Source: an optimization exercise on an open RTL-to-GDS flow (aim: small area, a short achievable clock period and few clock cycles per item). Production flows keep margins and buffers that such runs may drop.
Only the layout flow was run in this run; the RTL was not checked for function there.
Power and IR drop assume default switching activity.

File: run.sh
#!/bin/bash
# synth_recipe.tcl (not shown) runs the flow's synth.tcl, then flattens the netlist and writes it again
# the make line also repeats each setting of config.mk as NAME=value (left out here)
make -C /OpenROAD-flow-scripts/flow DESIGN_CONFIG=/design/flow/config.mk WORK_HOME=/design/flow/orfs CLKGATE_MAP_FILE= SYNTH_SCRIPT=/design/flow/synth_recipe.tcl finish
File: config.mk
export PLATFORM = sky130hd
export DESIGN_NAME = frips_core
export DESIGN_NICKNAME = frips_core
export VERILOG_FILES = /design/flow/design.v
export SDC_FILE = /design/flow/constraint.sdc
export NUM_CORES = 4
export LEC_CHECK = 0
export CAP_MARGIN = 20
export CORE_MARGIN = 2
export CORE_UTILIZATION = 40
export PLACE_DENSITY = 0.6
export SLEW_MARGIN = 20
File: constraint.sdc
create_clock -name core_clock -period 22.0 [get_ports {clk}]
set_input_delay 4.4000 -clock core_clock [delete_from_list [all_inputs] [get_ports {clk}]]
set_output_delay 4.4000 -clock core_clock [all_outputs]
set_load 0.01 [all_outputs]
File: design.v
module frips_fp_add (
    input  wire [31:0] a,
    input  wire [31:0] b,
    output reg  [31:0] y
);
    reg        a_big;
    reg        sl, ss;
    reg [7:0]  el, es, d;
    reg [23:0] ml, ms;
    reg [49:0] ms_sh;
    reg [26:0] ml_x, ms_x;      
    reg [27:0] sum;
    reg [26:0] norm;
    reg [4:0]  lz;
    reg [9:0]  e;
    reg [24:0] mr;
    reg        up;
    integer    i;
    always @* begin
        a_big = (a[30:0] >= b[30:0]);
        sl    = a_big ? a[31] : b[31];
        ss    = a_big ? b[31] : a[31];
        el    = a_big ? a[30:23] : b[30:23];
        es    = a_big ? b[30:23] : a[30:23];
        ml    = a_big ? {1'b1, a[22:0]} : {1'b1, b[22:0]};
        ms    = a_big ? {1'b1, b[22:0]} : {1'b1, a[22:0]};
        d     = el - es;
        ms_sh = (d >= 8'd50) ? 50'd0 : ({ms, 26'd0} >> d);
        ms_x  = (d >= 8'd50) ? 27'd1 : {ms_sh[49:24], |ms_sh[23:0]};
        ml_x  = {ml, 3'b000};
        lz   = 5'd0;
        sum  = 28'd0;
        norm = 27'd0;
        e    = {2'b00, el};
        if (sl == ss) begin
            sum = {1'b0, ml_x} + {1'b0, ms_x};
            if (sum[27]) begin
                norm = {sum[27:2], sum[1] | sum[0]};
                e    = e + 10'd1;
            end else begin
                norm = sum[26:0];
            end
        end else begin
            norm = ml_x - ms_x;
            for (i = 0; i < 27; i = i + 1)
                if (norm[i]) lz = 5'd26 - i[4:0];
            norm = norm << lz;
            e    = e - {5'd0, lz};
        end
        up = norm[2] & (norm[1] | norm[0] | norm[3]);
        mr = {1'b0, norm[26:3]} + {24'd0, up};
        if (mr[24]) begin
            mr = mr >> 1;
            e  = e + 10'd1;
        end
        if (a[30:23] == 8'd0 && b[30:23] == 8'd0)
            y = {a[31] & b[31], 31'd0};
        else if (b[30:23] == 8'd0)
            y = a;
        else if (a[30:23] == 8'd0)
            y = b;
        else if (sl != ss && ml_x == ms_x && d == 8'd0)
            y = 32'd0;
        else if (e[9] || e == 10'd0)
            y = 32'd0;
        else if (e >= 10'd255)
            y = {sl, 8'hFF, 23'd0};
        else
            y = {sl, e[7:0], mr[22:0]};
    end
endmodule
module frips_fp_mul (
    input  wire [31:0] a,
    input  wire [31:0] b,
    output reg  [31:0] y
);
    reg        s;
    reg [47:0] prod;
    reg [23:0] m;
    reg        g, st, up;
    reg [24:0] mr;
    reg [9:0]  e;
    always @* begin
        s    = a[31] ^ b[31];
        prod = {1'b1, a[22:0]} * {1'b1, b[22:0]};
        e    = {2'b00, a[30:23]} + {2'b00, b[30:23]} - 10'd127;
        if (prod[47]) begin
            m  = prod[47:24];
            g  = prod[23];
            st = |prod[22:0];
            e  = e + 10'd1;
        end else begin
            m  = prod[46:23];
            g  = prod[22];
            st = |prod[21:0];
        end
        up = g & (st | m[0]);
        mr = {1'b0, m} + {24'd0, up};
        if (mr[24]) begin
            mr = mr >> 1;
            e  = e + 10'd1;
        end
        if (a[30:23] == 8'd0 || b[30:23] == 8'd0)
            y = {s, 31'd0};
        else if (e[9] || e == 10'd0)
            y = {s, 31'd0};
        else if (e >= 10'd255)
            y = {s, 8'hFF, 23'd0};
        else
            y = {s, e[7:0], mr[22:0]};
    end
endmodule
module frips_fp_div (
    input  wire        clk,
    input  wire        rst,
    input  wire        start,
    input  wire [31:0] a,
    input  wire [31:0] b,
    output reg         busy,
    output reg  [31:0] y
);
    reg        s;
    reg        a_zero;
    reg [9:0]  e0;
    reg [23:0] mb;
    reg [25:0] rem;
    reg [26:0] q;
    reg [4:0]  cnt;
    wire [25:0] diff = rem - {2'b00, mb};
    wire        qbit = ~diff[25];
    always @(posedge clk) begin
        if (rst) begin
            busy <= 1'b0;
        end else if (start && !busy) begin
            s      <= a[31] ^ b[31];
            a_zero <= (a[30:23] == 8'd0);
            e0     <= {2'b00, a[30:23]} - {2'b00, b[30:23]} + 10'd127;
            mb     <= {1'b1, b[22:0]};
            rem    <= {2'b00, 1'b1, a[22:0]};
            q      <= 27'd0;
            cnt    <= 5'd26;
            busy   <= 1'b1;
        end else if (busy) begin
            q   <= {q[25:0], qbit};
            rem <= {(qbit ? diff[24:0] : rem[24:0]), 1'b0};
            cnt <= cnt - 5'd1;
            if (cnt == 5'd0) busy <= 1'b0;
        end
    end
    reg [23:0] m;
    reg        g, st, up;
    reg [24:0] mr;
    reg [9:0]  e;
    always @* begin
        e = e0;
        if (q[26]) begin
            m  = q[26:3];
            g  = q[2];
            st = q[1] | q[0] | (rem != 26'd0);
        end else begin
            m  = q[25:2];
            g  = q[1];
            st = q[0] | (rem != 26'd0);
            e  = e - 10'd1;
        end
        up = g & (st | m[0]);
        mr = {1'b0, m} + {24'd0, up};
        if (mr[24]) begin
            mr = mr >> 1;
            e  = e + 10'd1;
        end
        if (a_zero)
            y = {s, 31'd0};
        else if (e[9] || e == 10'd0)
            y = {s, 31'd0};
        else if (e >= 10'd255)
            y = {s, 8'hFF, 23'd0};
        else
            y = {s, e[7:0], mr[22:0]};
    end
endmodule
module frips_fp_lt (
    input  wire [31:0] a,
    input  wire [31:0] b,
    output reg         lt
);
    always @* begin
        if (a[30:23] == 8'd0 && b[30:23] == 8'd0)
            lt = 1'b0;
        else if (a[30:23] == 8'd0)
            lt = ~b[31];
        else if (b[30:23] == 8'd0)
            lt = a[31];
        else if (a[31] != b[31])
            lt = a[31];
        else if (!a[31])
            lt = (a[30:0] < b[30:0]);
        else
            lt = (a[30:0] > b[30:0]);
    end
endmodule
module frips_u32_to_f32 (
    input  wire [31:0] n,
    output reg  [31:0] y
);
    reg [4:0]  lz;
    reg [31:0] norm;
    reg        up;
    reg [24:0] mr;
    reg [8:0]  e;
    integer    i;
    always @* begin
        lz = 5'd0;
        for (i = 0; i < 32; i = i + 1)
            if (n[i]) lz = 5'd31 - i[4:0];
        norm = n << lz;
        e    = 9'd158 - {4'd0, lz};           
        up   = norm[7] & ((|norm[6:0]) | norm[8]);
        mr   = {1'b0, norm[31:8]} + {24'd0, up};
        if (mr[24]) begin
            mr = mr >> 1;
            e  = e + 9'd1;
        end
        if (n == 32'd0)
            y = 32'd0;
        else
            y = {1'b0, e[7:0], mr[22:0]};
    end
endmodule
module frips_f32_round8 (
    input  wire [31:0] z,
    output reg  [7:0]  n
);
    reg [23:0] m;
    reg [31:0] fix;      
    reg [8:0]  r;
    always @* begin
        m   = {1'b1, z[22:0]};
        fix = 32'd0;
        if (z[30:23] >= 8'd111 && z[30:23] <= 8'd134)
            fix = {8'd0, m} >> (8'd142 - z[30:23]);
        r = {1'b0, fix[15:8]} + {8'd0, fix[7]};
        n = r[7:0];
    end
endmodule
module frips_core (
    input  wire        clk,
    input  wire        rst,
    input  wire        ev_valid,
    input  wire [19:0] ev,
    output wire        ev_ready,
    output wire [7:0]  ocr0,
    output wire [7:0]  ocr1,
    output wire [3:0]  dir,
    output wire        halt,
    output reg         pwm_clr,
    output wire [31:0] rps0,         
    output wire [31:0] rps1,         
    output wire [31:0] pi_acc0,      
    output wire [31:0] pi_acc1       
);
    localparam [31:0] F_CLK     = 32'h4B742400;   
    localparam [31:0] PPR       = 32'h43750000;   
    localparam [31:0] T_MIN     = 32'h3F666666;   
    localparam [31:0] RPS_MAX   = 32'h42C80000;   
    localparam [31:0] ALPHA     = 32'h3F000000;   
    localparam [31:0] ALPHA_C   = 32'h3F000000;   
    localparam [31:0] T_S       = 32'h3C83126F;   
    localparam [31:0] RPS_ON    = 32'h40000000;   
    localparam [31:0] KP        = 32'h41A00000;   
    localparam [31:0] KI        = 32'h42480000;   
    localparam [31:0] OUT_MIN   = 32'h00000000;   
    localparam [31:0] OUT_MAX   = 32'h42C80000;   
    localparam [31:0] HUNDRED   = 32'h42C80000;   
    localparam [31:0] MAXC_F    = 32'h437F0000;   
    localparam [7:0]  MAXC      = 8'd255;
    localparam [31:0] DURATION  = 32'd376;
    localparam [3:0] OP_IDLE = 4'h0, OP_OVF = 4'h1, OP_EDGE0 = 4'h2, OP_EDGE1 = 4'h3,
                     OP_SAMPLE = 4'h4, OP_RX = 4'h5, OP_STEP = 4'h6, OP_RESET = 4'hF;
    localparam [4:0] S_IDLE    = 5'd0,
                     S_R_CVT   = 5'd1,
                     S_R_MUL   = 5'd2,
                     S_R_DIVS  = 5'd3,
                     S_R_DIVW  = 5'd4,
                     S_R_CMP   = 5'd5,
                     S_R_MULB  = 5'd6,
                     S_R_ADD   = 5'd7,
                     S_P_ERR   = 5'd8,
                     S_P_P     = 5'd9,
                     S_P_D     = 5'd10,
                     S_P_ACC   = 5'd11,
                     S_P_I     = 5'd12,
                     S_P_U     = 5'd13,
                     S_P_CLAMP = 5'd14,
                     S_P_X     = 5'd15,
                     S_P_Y     = 5'd16,
                     S_P_DIVS  = 5'd17,
                     S_P_DIVW  = 5'd18;
    reg [15:0] roll;
    reg [31:0] raw_tick [0:1];
    reg [31:0] buf_tick [0:1];
    reg [31:0] frps     [0:1];
    reg [31:0] setpoint [0:1];
    reg [31:0] acc      [0:1];    
    reg [7:0]  ocr      [0:1];
    reg [1:0]  meas_ready;
    reg        tick_ready;
    reg        cmd_ready;
    reg [7:0]  pending;
    reg        running;
    reg [31:0] elapsed;
    reg [2:0]  phase;
    reg [3:0]  dir_r;
    reg        halted;
    reg [4:0]  state;
    reg        mot;                  
    reg [31:0] ta, tb, te, tp;       
    assign ev_ready = (state == S_IDLE);
    assign ocr0     = ocr[0];
    assign ocr1     = ocr[1];
    assign dir      = dir_r;
    assign halt     = halted;
    assign rps0     = frps[0];
    assign rps1     = frps[1];
    assign pi_acc0  = acc[0];
    assign pi_acc1  = acc[1];
    wire [3:0] op   = ev[19:16];
    wire       take = ev_valid && ev_ready;
    reg  [31:0] add_a, add_b, mul_a, mul_b, div_a, div_b;
    reg         div_start;
    wire [31:0] add_y, mul_y, div_y, cvt_y;
    wire [7:0]  rnd_y;
    wire        div_busy;
    wire        lt_tmin, gt_rpsmax, lt_outmin, gt_outmax;
    frips_fp_add     u_add (.a(add_a), .b(add_b), .y(add_y));
    frips_fp_mul     u_mul (.a(mul_a), .b(mul_b), .y(mul_y));
    frips_fp_div     u_div (.clk(clk), .rst(rst), .start(div_start), .a(div_a), .b(div_b),
                            .busy(div_busy), .y(div_y));
    frips_u32_to_f32 u_cvt (.n(raw_tick[mot] - buf_tick[mot]), .y(cvt_y));
    frips_f32_round8 u_rnd (.z(div_y), .n(rnd_y));
    frips_fp_lt      u_lt0 (.a(ta), .b(T_MIN), .lt(lt_tmin));
    frips_fp_lt      u_lt1 (.a(RPS_MAX), .b(tb), .lt(gt_rpsmax));
    frips_fp_lt      u_lt2 (.a(ta), .b(OUT_MIN), .lt(lt_outmin));
    frips_fp_lt      u_lt3 (.a(OUT_MAX), .b(ta), .lt(gt_outmax));
    always @* begin
        add_a     = ta;
        add_b     = tb;
        mul_a     = ta;
        mul_b     = tb;
        div_a     = ta;
        div_b     = HUNDRED;
        div_start = 1'b0;
        case (state)
            S_R_MUL:  begin mul_a = ta;    mul_b = PPR;                           end
            S_R_DIVS: begin div_a = F_CLK; div_b = ta;     div_start = 1'b1;      end
            S_R_CMP:  begin mul_a = ALPHA; mul_b = frps[mot];                     end
            S_R_MULB: begin mul_a = ALPHA_C; mul_b = tb;                          end
            S_R_ADD:  begin add_a = ta;    add_b = tb;                            end
            S_P_ERR:  begin add_a = setpoint[mot]; add_b = {~frps[mot][31], frps[mot][30:0]}; end
            S_P_P:    begin mul_a = KP;    mul_b = te;                            end
            S_P_D:    begin mul_a = te;    mul_b = T_S;                           end
            S_P_ACC:  begin add_a = acc[mot]; add_b = ta;                         end
            S_P_I:    begin mul_a = KI;    mul_b = acc[mot];                      end
            S_P_U:    begin add_a = tp;    add_b = ta;                            end
            S_P_X:    begin add_a = HUNDRED; add_b = {~ta[31], ta[30:0]};         end
            S_P_Y:    begin mul_a = MAXC_F; mul_b = ta;                           end
            S_P_DIVS: begin div_a = ta;    div_b = HUNDRED; div_start = 1'b1;     end
            default: ;
        endcase
    end
    wire [6:0] code = pending[6:0];
    always @(posedge clk) begin
        pwm_clr <= 1'b0;
        if (rst || (take && op == OP_RESET)) begin
            roll        <= 16'd0;
            raw_tick[0] <= 32'd0;
            raw_tick[1] <= 32'd0;
            buf_tick[0] <= 32'd0;
            buf_tick[1] <= 32'd0;
            frps[0]     <= 32'd0;
            frps[1]     <= 32'd0;
            setpoint[0] <= 32'd0;
            setpoint[1] <= 32'd0;
            acc[0]      <= 32'd0;
            acc[1]      <= 32'd0;
            ocr[0]      <= MAXC;
            ocr[1]      <= MAXC;
            meas_ready  <= 2'b00;
            tick_ready  <= 1'b0;
            cmd_ready   <= 1'b0;
            pending     <= 8'd0;
            running     <= 1'b0;
            elapsed     <= 32'd0;
            phase       <= 3'd0;
            dir_r       <= 4'b0000;
            halted      <= 1'b0;
            state       <= S_IDLE;
            mot         <= 1'b0;
        end else begin
            case (state)
                S_IDLE: if (take && !halted) begin
                    case (op)
                        OP_IDLE: ;
                        OP_OVF: roll <= roll + 16'd1;
                        OP_EDGE0, OP_EDGE1: begin
                            buf_tick[op[0]]   <= raw_tick[op[0]];
                            raw_tick[op[0]]   <= {roll, ev[15:0]};
                            meas_ready[op[0]] <= 1'b1;
                        end
                        OP_SAMPLE: begin
                            tick_ready <= 1'b1;
                            if (running) elapsed <= elapsed + 32'd1;
                        end
                        OP_RX: begin
                            pending   <= ev[7:0];
                            cmd_ready <= 1'b1;
                        end
                        OP_STEP: begin
                            phase <= (phase == 3'd4) ? 3'd0 : phase + 3'd1;
                            case (phase)
                                3'd0, 3'd1: if (meas_ready[phase[0]]) begin
                                    mot   <= phase[0];
                                    state <= S_R_CVT;
                                end
                                3'd2: if (tick_ready) begin
                                    tick_ready <= 1'b0;
                                    if (running) begin
                                        mot   <= 1'b0;
                                        state <= S_P_ERR;
                                    end
                                end
                                3'd3: if (cmd_ready && !running) begin
                                    case (code)
                                        7'h77: dir_r <= 4'b0101;    
                                        7'h73: dir_r <= 4'b1010;    
                                        7'h61: dir_r <= 4'b0110;    
                                        7'h64: dir_r <= 4'b1001;    
                                        7'h78: dir_r <= 4'b0000;    
                                        default: ;                  
                                    endcase
                                    setpoint[0] <= RPS_ON;
                                    setpoint[1] <= RPS_ON;
                                    elapsed     <= 32'd0;
                                    running     <= 1'b1;
                                    cmd_ready   <= 1'b0;
                                end
                                default: if (running && elapsed >= DURATION) begin
                                    setpoint[0] <= 32'd0;
                                    setpoint[1] <= 32'd0;
                                    ocr[0]      <= MAXC;
                                    ocr[1]      <= MAXC;
                                    acc[0]      <= 32'd0;
                                    acc[1]      <= 32'd0;
                                    running     <= 1'b0;
                                    cmd_ready   <= 1'b0;
                                end
                            endcase
                        end
                        default: halted <= 1'b1;         
                    endcase
                end
                S_R_CVT: begin
                    ta    <= cvt_y;
                    state <= S_R_MUL;
                end
                S_R_MUL: begin
                    if (lt_tmin) begin                   
                        meas_ready[mot] <= 1'b0;
                        state           <= S_IDLE;
                    end else begin
                        ta    <= mul_y;
                        state <= S_R_DIVS;
                    end
                end
                S_R_DIVS: state <= S_R_DIVW;
                S_R_DIVW: if (!div_busy) begin
                    tb    <= div_y;
                    state <= S_R_CMP;
                end
                S_R_CMP: begin
                    if (gt_rpsmax) begin                 
                        meas_ready[mot] <= 1'b0;
                        state           <= S_IDLE;
                    end else begin
                        ta    <= mul_y;
                        state <= S_R_MULB;
                    end
                end
                S_R_MULB: begin
                    tb    <= mul_y;
                    state <= S_R_ADD;
                end
                S_R_ADD: begin
                    frps[mot]       <= add_y;
                    meas_ready[mot] <= 1'b0;
                    state           <= S_IDLE;
                end
                S_P_ERR: begin
                    te    <= add_y;
                    state <= S_P_P;
                end
                S_P_P: begin
                    tp    <= mul_y;
                    state <= S_P_D;
                end
                S_P_D: begin
                    ta    <= mul_y;
                    state <= S_P_ACC;
                end
                S_P_ACC: begin
                    acc[mot] <= add_y;
                    state    <= S_P_I;
                end
                S_P_I: begin
                    ta    <= mul_y;
                    state <= S_P_U;
                end
                S_P_U: begin
                    ta    <= add_y;
                    state <= S_P_CLAMP;
                end
                S_P_CLAMP: begin
                    if (lt_outmin)      ta <= OUT_MIN;
                    else if (gt_outmax) ta <= OUT_MAX;
                    state <= S_P_X;
                end
                S_P_X: begin
                    ta    <= add_y;
                    state <= S_P_Y;
                end
                S_P_Y: begin
                    ta    <= mul_y;
                    state <= S_P_DIVS;
                end
                S_P_DIVS: state <= S_P_DIVW;
                S_P_DIVW: if (!div_busy) begin
                    ocr[mot] <= rnd_y;
                    if (mot == 1'b0) begin
                        mot   <= 1'b1;
                        state <= S_P_ERR;
                    end else begin
                        pwm_clr <= 1'b1;
                        state   <= S_IDLE;
                    end
                end
                default: state <= S_IDLE;
            endcase
        end
    end
endmodule
==> key figures <==
Cells and area
  – Most common cell after layout, fill and taps aside: nor2_1
  – Fillers: 17040
  – Area grow syn2layout: 9.716%
  – Layout net count: 9013
  – Most frequent cells in the layout: nor2_1 (877), nand2_1 (814), inv_1 (791)
  – Diodes inserted: 0
  – Post-route cell area: 75760 um2
  – Layout cells sized above 1: 6.806%
  – Fin util: 44.16%

GRT
  – Initial antenna violation count: 5
  – Largest net degree at the start of global routing: 73
  – Vias in the first global route: 63480
  – Total grt overflow: 0
  – First-pass GRT wire length: 425.6 mm
  – GRT Resource Usage Total: 32.29%

STA
  – F_max: 50.13 MHz
  – TNS Setup: 0 ps
  – Unrepaired setup endpoints after global routing: false
  – Worst slew pin tran: 1316 ps
  – Final Hold Fails: 0
  – Setup-failing EPs final: 0
  – Clock Skew: 40.39 ps
  – Final period utilization: 90.68%
  – Fin crit period: 19950 ps
  – Slew Viols, Final: 0
  – Worst slew margin: 11.67%
  – Final setup margin: 2050 ps

Yosys
  – Post-Syn Area: 69050 um2
  – Top cell type's share of synthesized area: 21.44%
  – Post-synthesis cell type count: 124
  – Synth Area in Adders: 20.57%
  – Synth Area in Compound Gates: 18.71%
  – Mux cell area share after synthesis: 5.382%
  – Async set-reset flop share out of synthesis: 0%
  – Sequential share of the synthesized area: 23.67%
  – Synth Register Bits: 570
  – Synth area leaders: edfxtp_1 (21%), fa_1 (14%), ha_1 (6.5%)
  – EDFF count, synth: 493
  – Post-synthesis xor/xnor area fraction: 3.856%
  – Ys flop type: edfxtp_1
  – Area leader, netlist: edfxtp_1
  – Post-synthesis cell count: 8206
  – Syn Area/Cell: 8.414 um2
  – Post-synthesis simple-gate area fraction: 20.71%
  – Number of synthesis warnings: 8
  – Syn Nets: 9072
  – Largest family of logic cells by synthesized area: simple AND/OR/NAND/NOR gates

Drt
  – Wire length per cell: 27.65 um
  – Vias after detailed routing: 65590
  – Initial DRC count: 7360
  – # DRC: 0
  – Routed Antenna Nets: 0
  – Final WL: 290.6 mm
  – Initial DRT Pass Iterations: 9
  – Post-DR vias/cell: 6.242

Clock network
  – CTS tree: built
  – Setup bufs post-CTS: 0
  – CTS Hold Buffers Added: 0
  – Clk Latency, worst-skew pair: 680 ps
  – Worst-path clk slew: 70 ps
  – Root Driver: clkbuf_16
  – Max H-tree Level: 3
  – CTS buffer count: 66
  – Clock sinks: 570
  – CTS Buffer Depth: 3
  – Resize count post-CTS: 0

Critical path
  – Worst endpoint data arrival time: 20450 ps
  – CP Launch Type: register
  – R2R setup slack: 2050 ps
  – Critical Path Max Stage Delay: 970 ps
  – Worst setup path category: register to register
  – Critical Path End Type: register
  – Worst EP required: 22500 ps
  – Slowest library cell on the worst path: nor4b_1
  – CP max FO: 34

Power and ir drop
  – Sequential power share: 16.1%
  – Logic gate share of total power: 68.6%
  – Peak VDD IR: 0.3361 mV
  – Overall Power: 0.007744 W
  – PD cells: 102.2 nW/um2
  – Switching power: 0.003969 W
  – Net Sw Frac: 51.25%
  – Clock group share of total power: 15.4%
  – P_int: 0.003775 W
  – Leak pwr: 30.97 nW

Status
  – Status: finished clean

Place
  – Pre-CTS WS: 2861 ps
  – GPL Wtd Cong: 1.089
  – Cell Area, Placed: 73390 um2
  – Port buffer count: 173
  – Post-DP HPWL: 226.4 mm

Hold path
  – HP Class: register to register

Die
  – I/O Pins: 174
  – Core area: 171500 um2
  – Row count: 152
  – Die Y: 419.5 um
  – Initial core utilization: 40.25%
  – Chip width: 419.5 um
  – Die area: 176000 um2

Flow run
  – Max-cap violations: 0
-- cell families after synthesis --
kind of cell               count (synthesis)
buffers and inverters                   1279
muxes                                    346
and+or+nand+nor                         2991
AOI/OAI and AO/OA                       1873
xor gates and xnor gates                 304
adders and majority gates                843
DFF                                      570
-- layer usage --
| metal | global-route usage [%] | vias up | share of wire (%) |
|---|---|---|---|
| met5 | 0 | - | 0.021 |
| met4 | 19.94 | 8 | 7.4 |
| met3 | 6.288 | 809 | 8.3 |
| met2 | 50.83 | 3368 | 45 |
| met1 | 40.77 | 32390 | 40 |
| li1 | - | 29020 | - |
-- final timing paths --
path              cells after the start          to       start
hold reg to reg                       2  tick_ready  tick_ready
hold / removal                        2  tick_ready  tick_ready
setup / recovery                     50      ta[20]    state[2]
setup reg to reg                     50      ta[20]    state[2]
-- state kept, by name, indices dropped and copies added, names as in the netlist, 4 cells and up, named ones only --
name,flops
acc,64
buf_tick,64
dir_r,4
elapsed,32
frps,64
ocr,16
pending,7
raw_tick,64
roll,16
state,5
ta,32
tb,32
te,32
tp,32
u_div.cnt,5
u_div.e0,10
u_div.mb,23
u_div.q,27
u_div.rem,26
-- cell type report --
cell class                 count  area, um2  share of cell area, %
clock buffer                  81       1769                  2.335
clock inverter                39      548.0                 0.7234
inverter                     805       3022                  3.989
multi-input combinational   6357      48130                  63.53
sequential                   570      16350                  21.58
tap                         2310       2890                  3.815
timing repair buffer         347       3049                  4.025
-- power by group through the flow --
stage          Clock, W  Sequential [W]  Combinational [W]
5_1_grt         0.00124         0.00124            0.00579
2_1_floorplan         0         0.00126            0.00361
4_1_cts         0.00120         0.00124            0.00519
3_5_place_dp          0         0.00127            0.00514
3_3_place_gp          0         0.00127            0.00508
6_report        0.00119         0.00124            0.00531
-- cell usage after synthesis, drive strengths merged, types with 187 or more instances --
master and n:
xnor2 194, nand3 187, o21ai 322, nor3 238, clkbuf 372, ha 356
nand2 820, fa 487, and3 196, inv 801, mux2i 237, nor2 890
a21oi 468, edfxtp 493
-- worst max-delay path: cells and delay by family, from the launching register on --
kind | cells | cell delay, ps
flops | 1 | 620
compound gates | 20 | 6900
simple gates | 14 | 6110
buf+inv | 8 | 2820
mux | 3 | 1010
xor+xnor | 1 | 200
fa+ha+maj | 4 | 2010
-- stage by stage --
| stage | hold slack [ps] | std cells |
|---|---|---|
| final | 483.1 | 10510 |
| after global routing | 529.5 | 10510 |
| after CTS | 480.9 | 10510 |
| after detailed placement | 472.4 | 10390 |
| after global placement | 469.9 | 10390 |
| after floorplan | 449.7 | 8206 |

==> static timing again, ports no longer ideal <==
How much do the figures lean on ideal ports? The routed layout below was timed once more, with nothing changed but the port constraints. Step 1 sets driving cells, clkbuf_16 on the clock port and buf_2 on the other inputs (assumed; they add their load-dependent delay and slew). Step 2 moves the port delays by t, midway between the first and last clock arrival at a register: inputs arrive t later, outputs are due t later. That takes back most of the time a late clock gives input paths. a / b / c = no drivers / after step 1 / after step 2; a / b = the first two.
t, ns: 0.731
setup slack, ns: 2.050 / 2.050 / 2.050
pins driven straight from the clock port: 1
After both steps this run still meets setup and hold. The setup slack of this run moves by 0.000 ns with the drivers and by 0.000 ns with both steps.
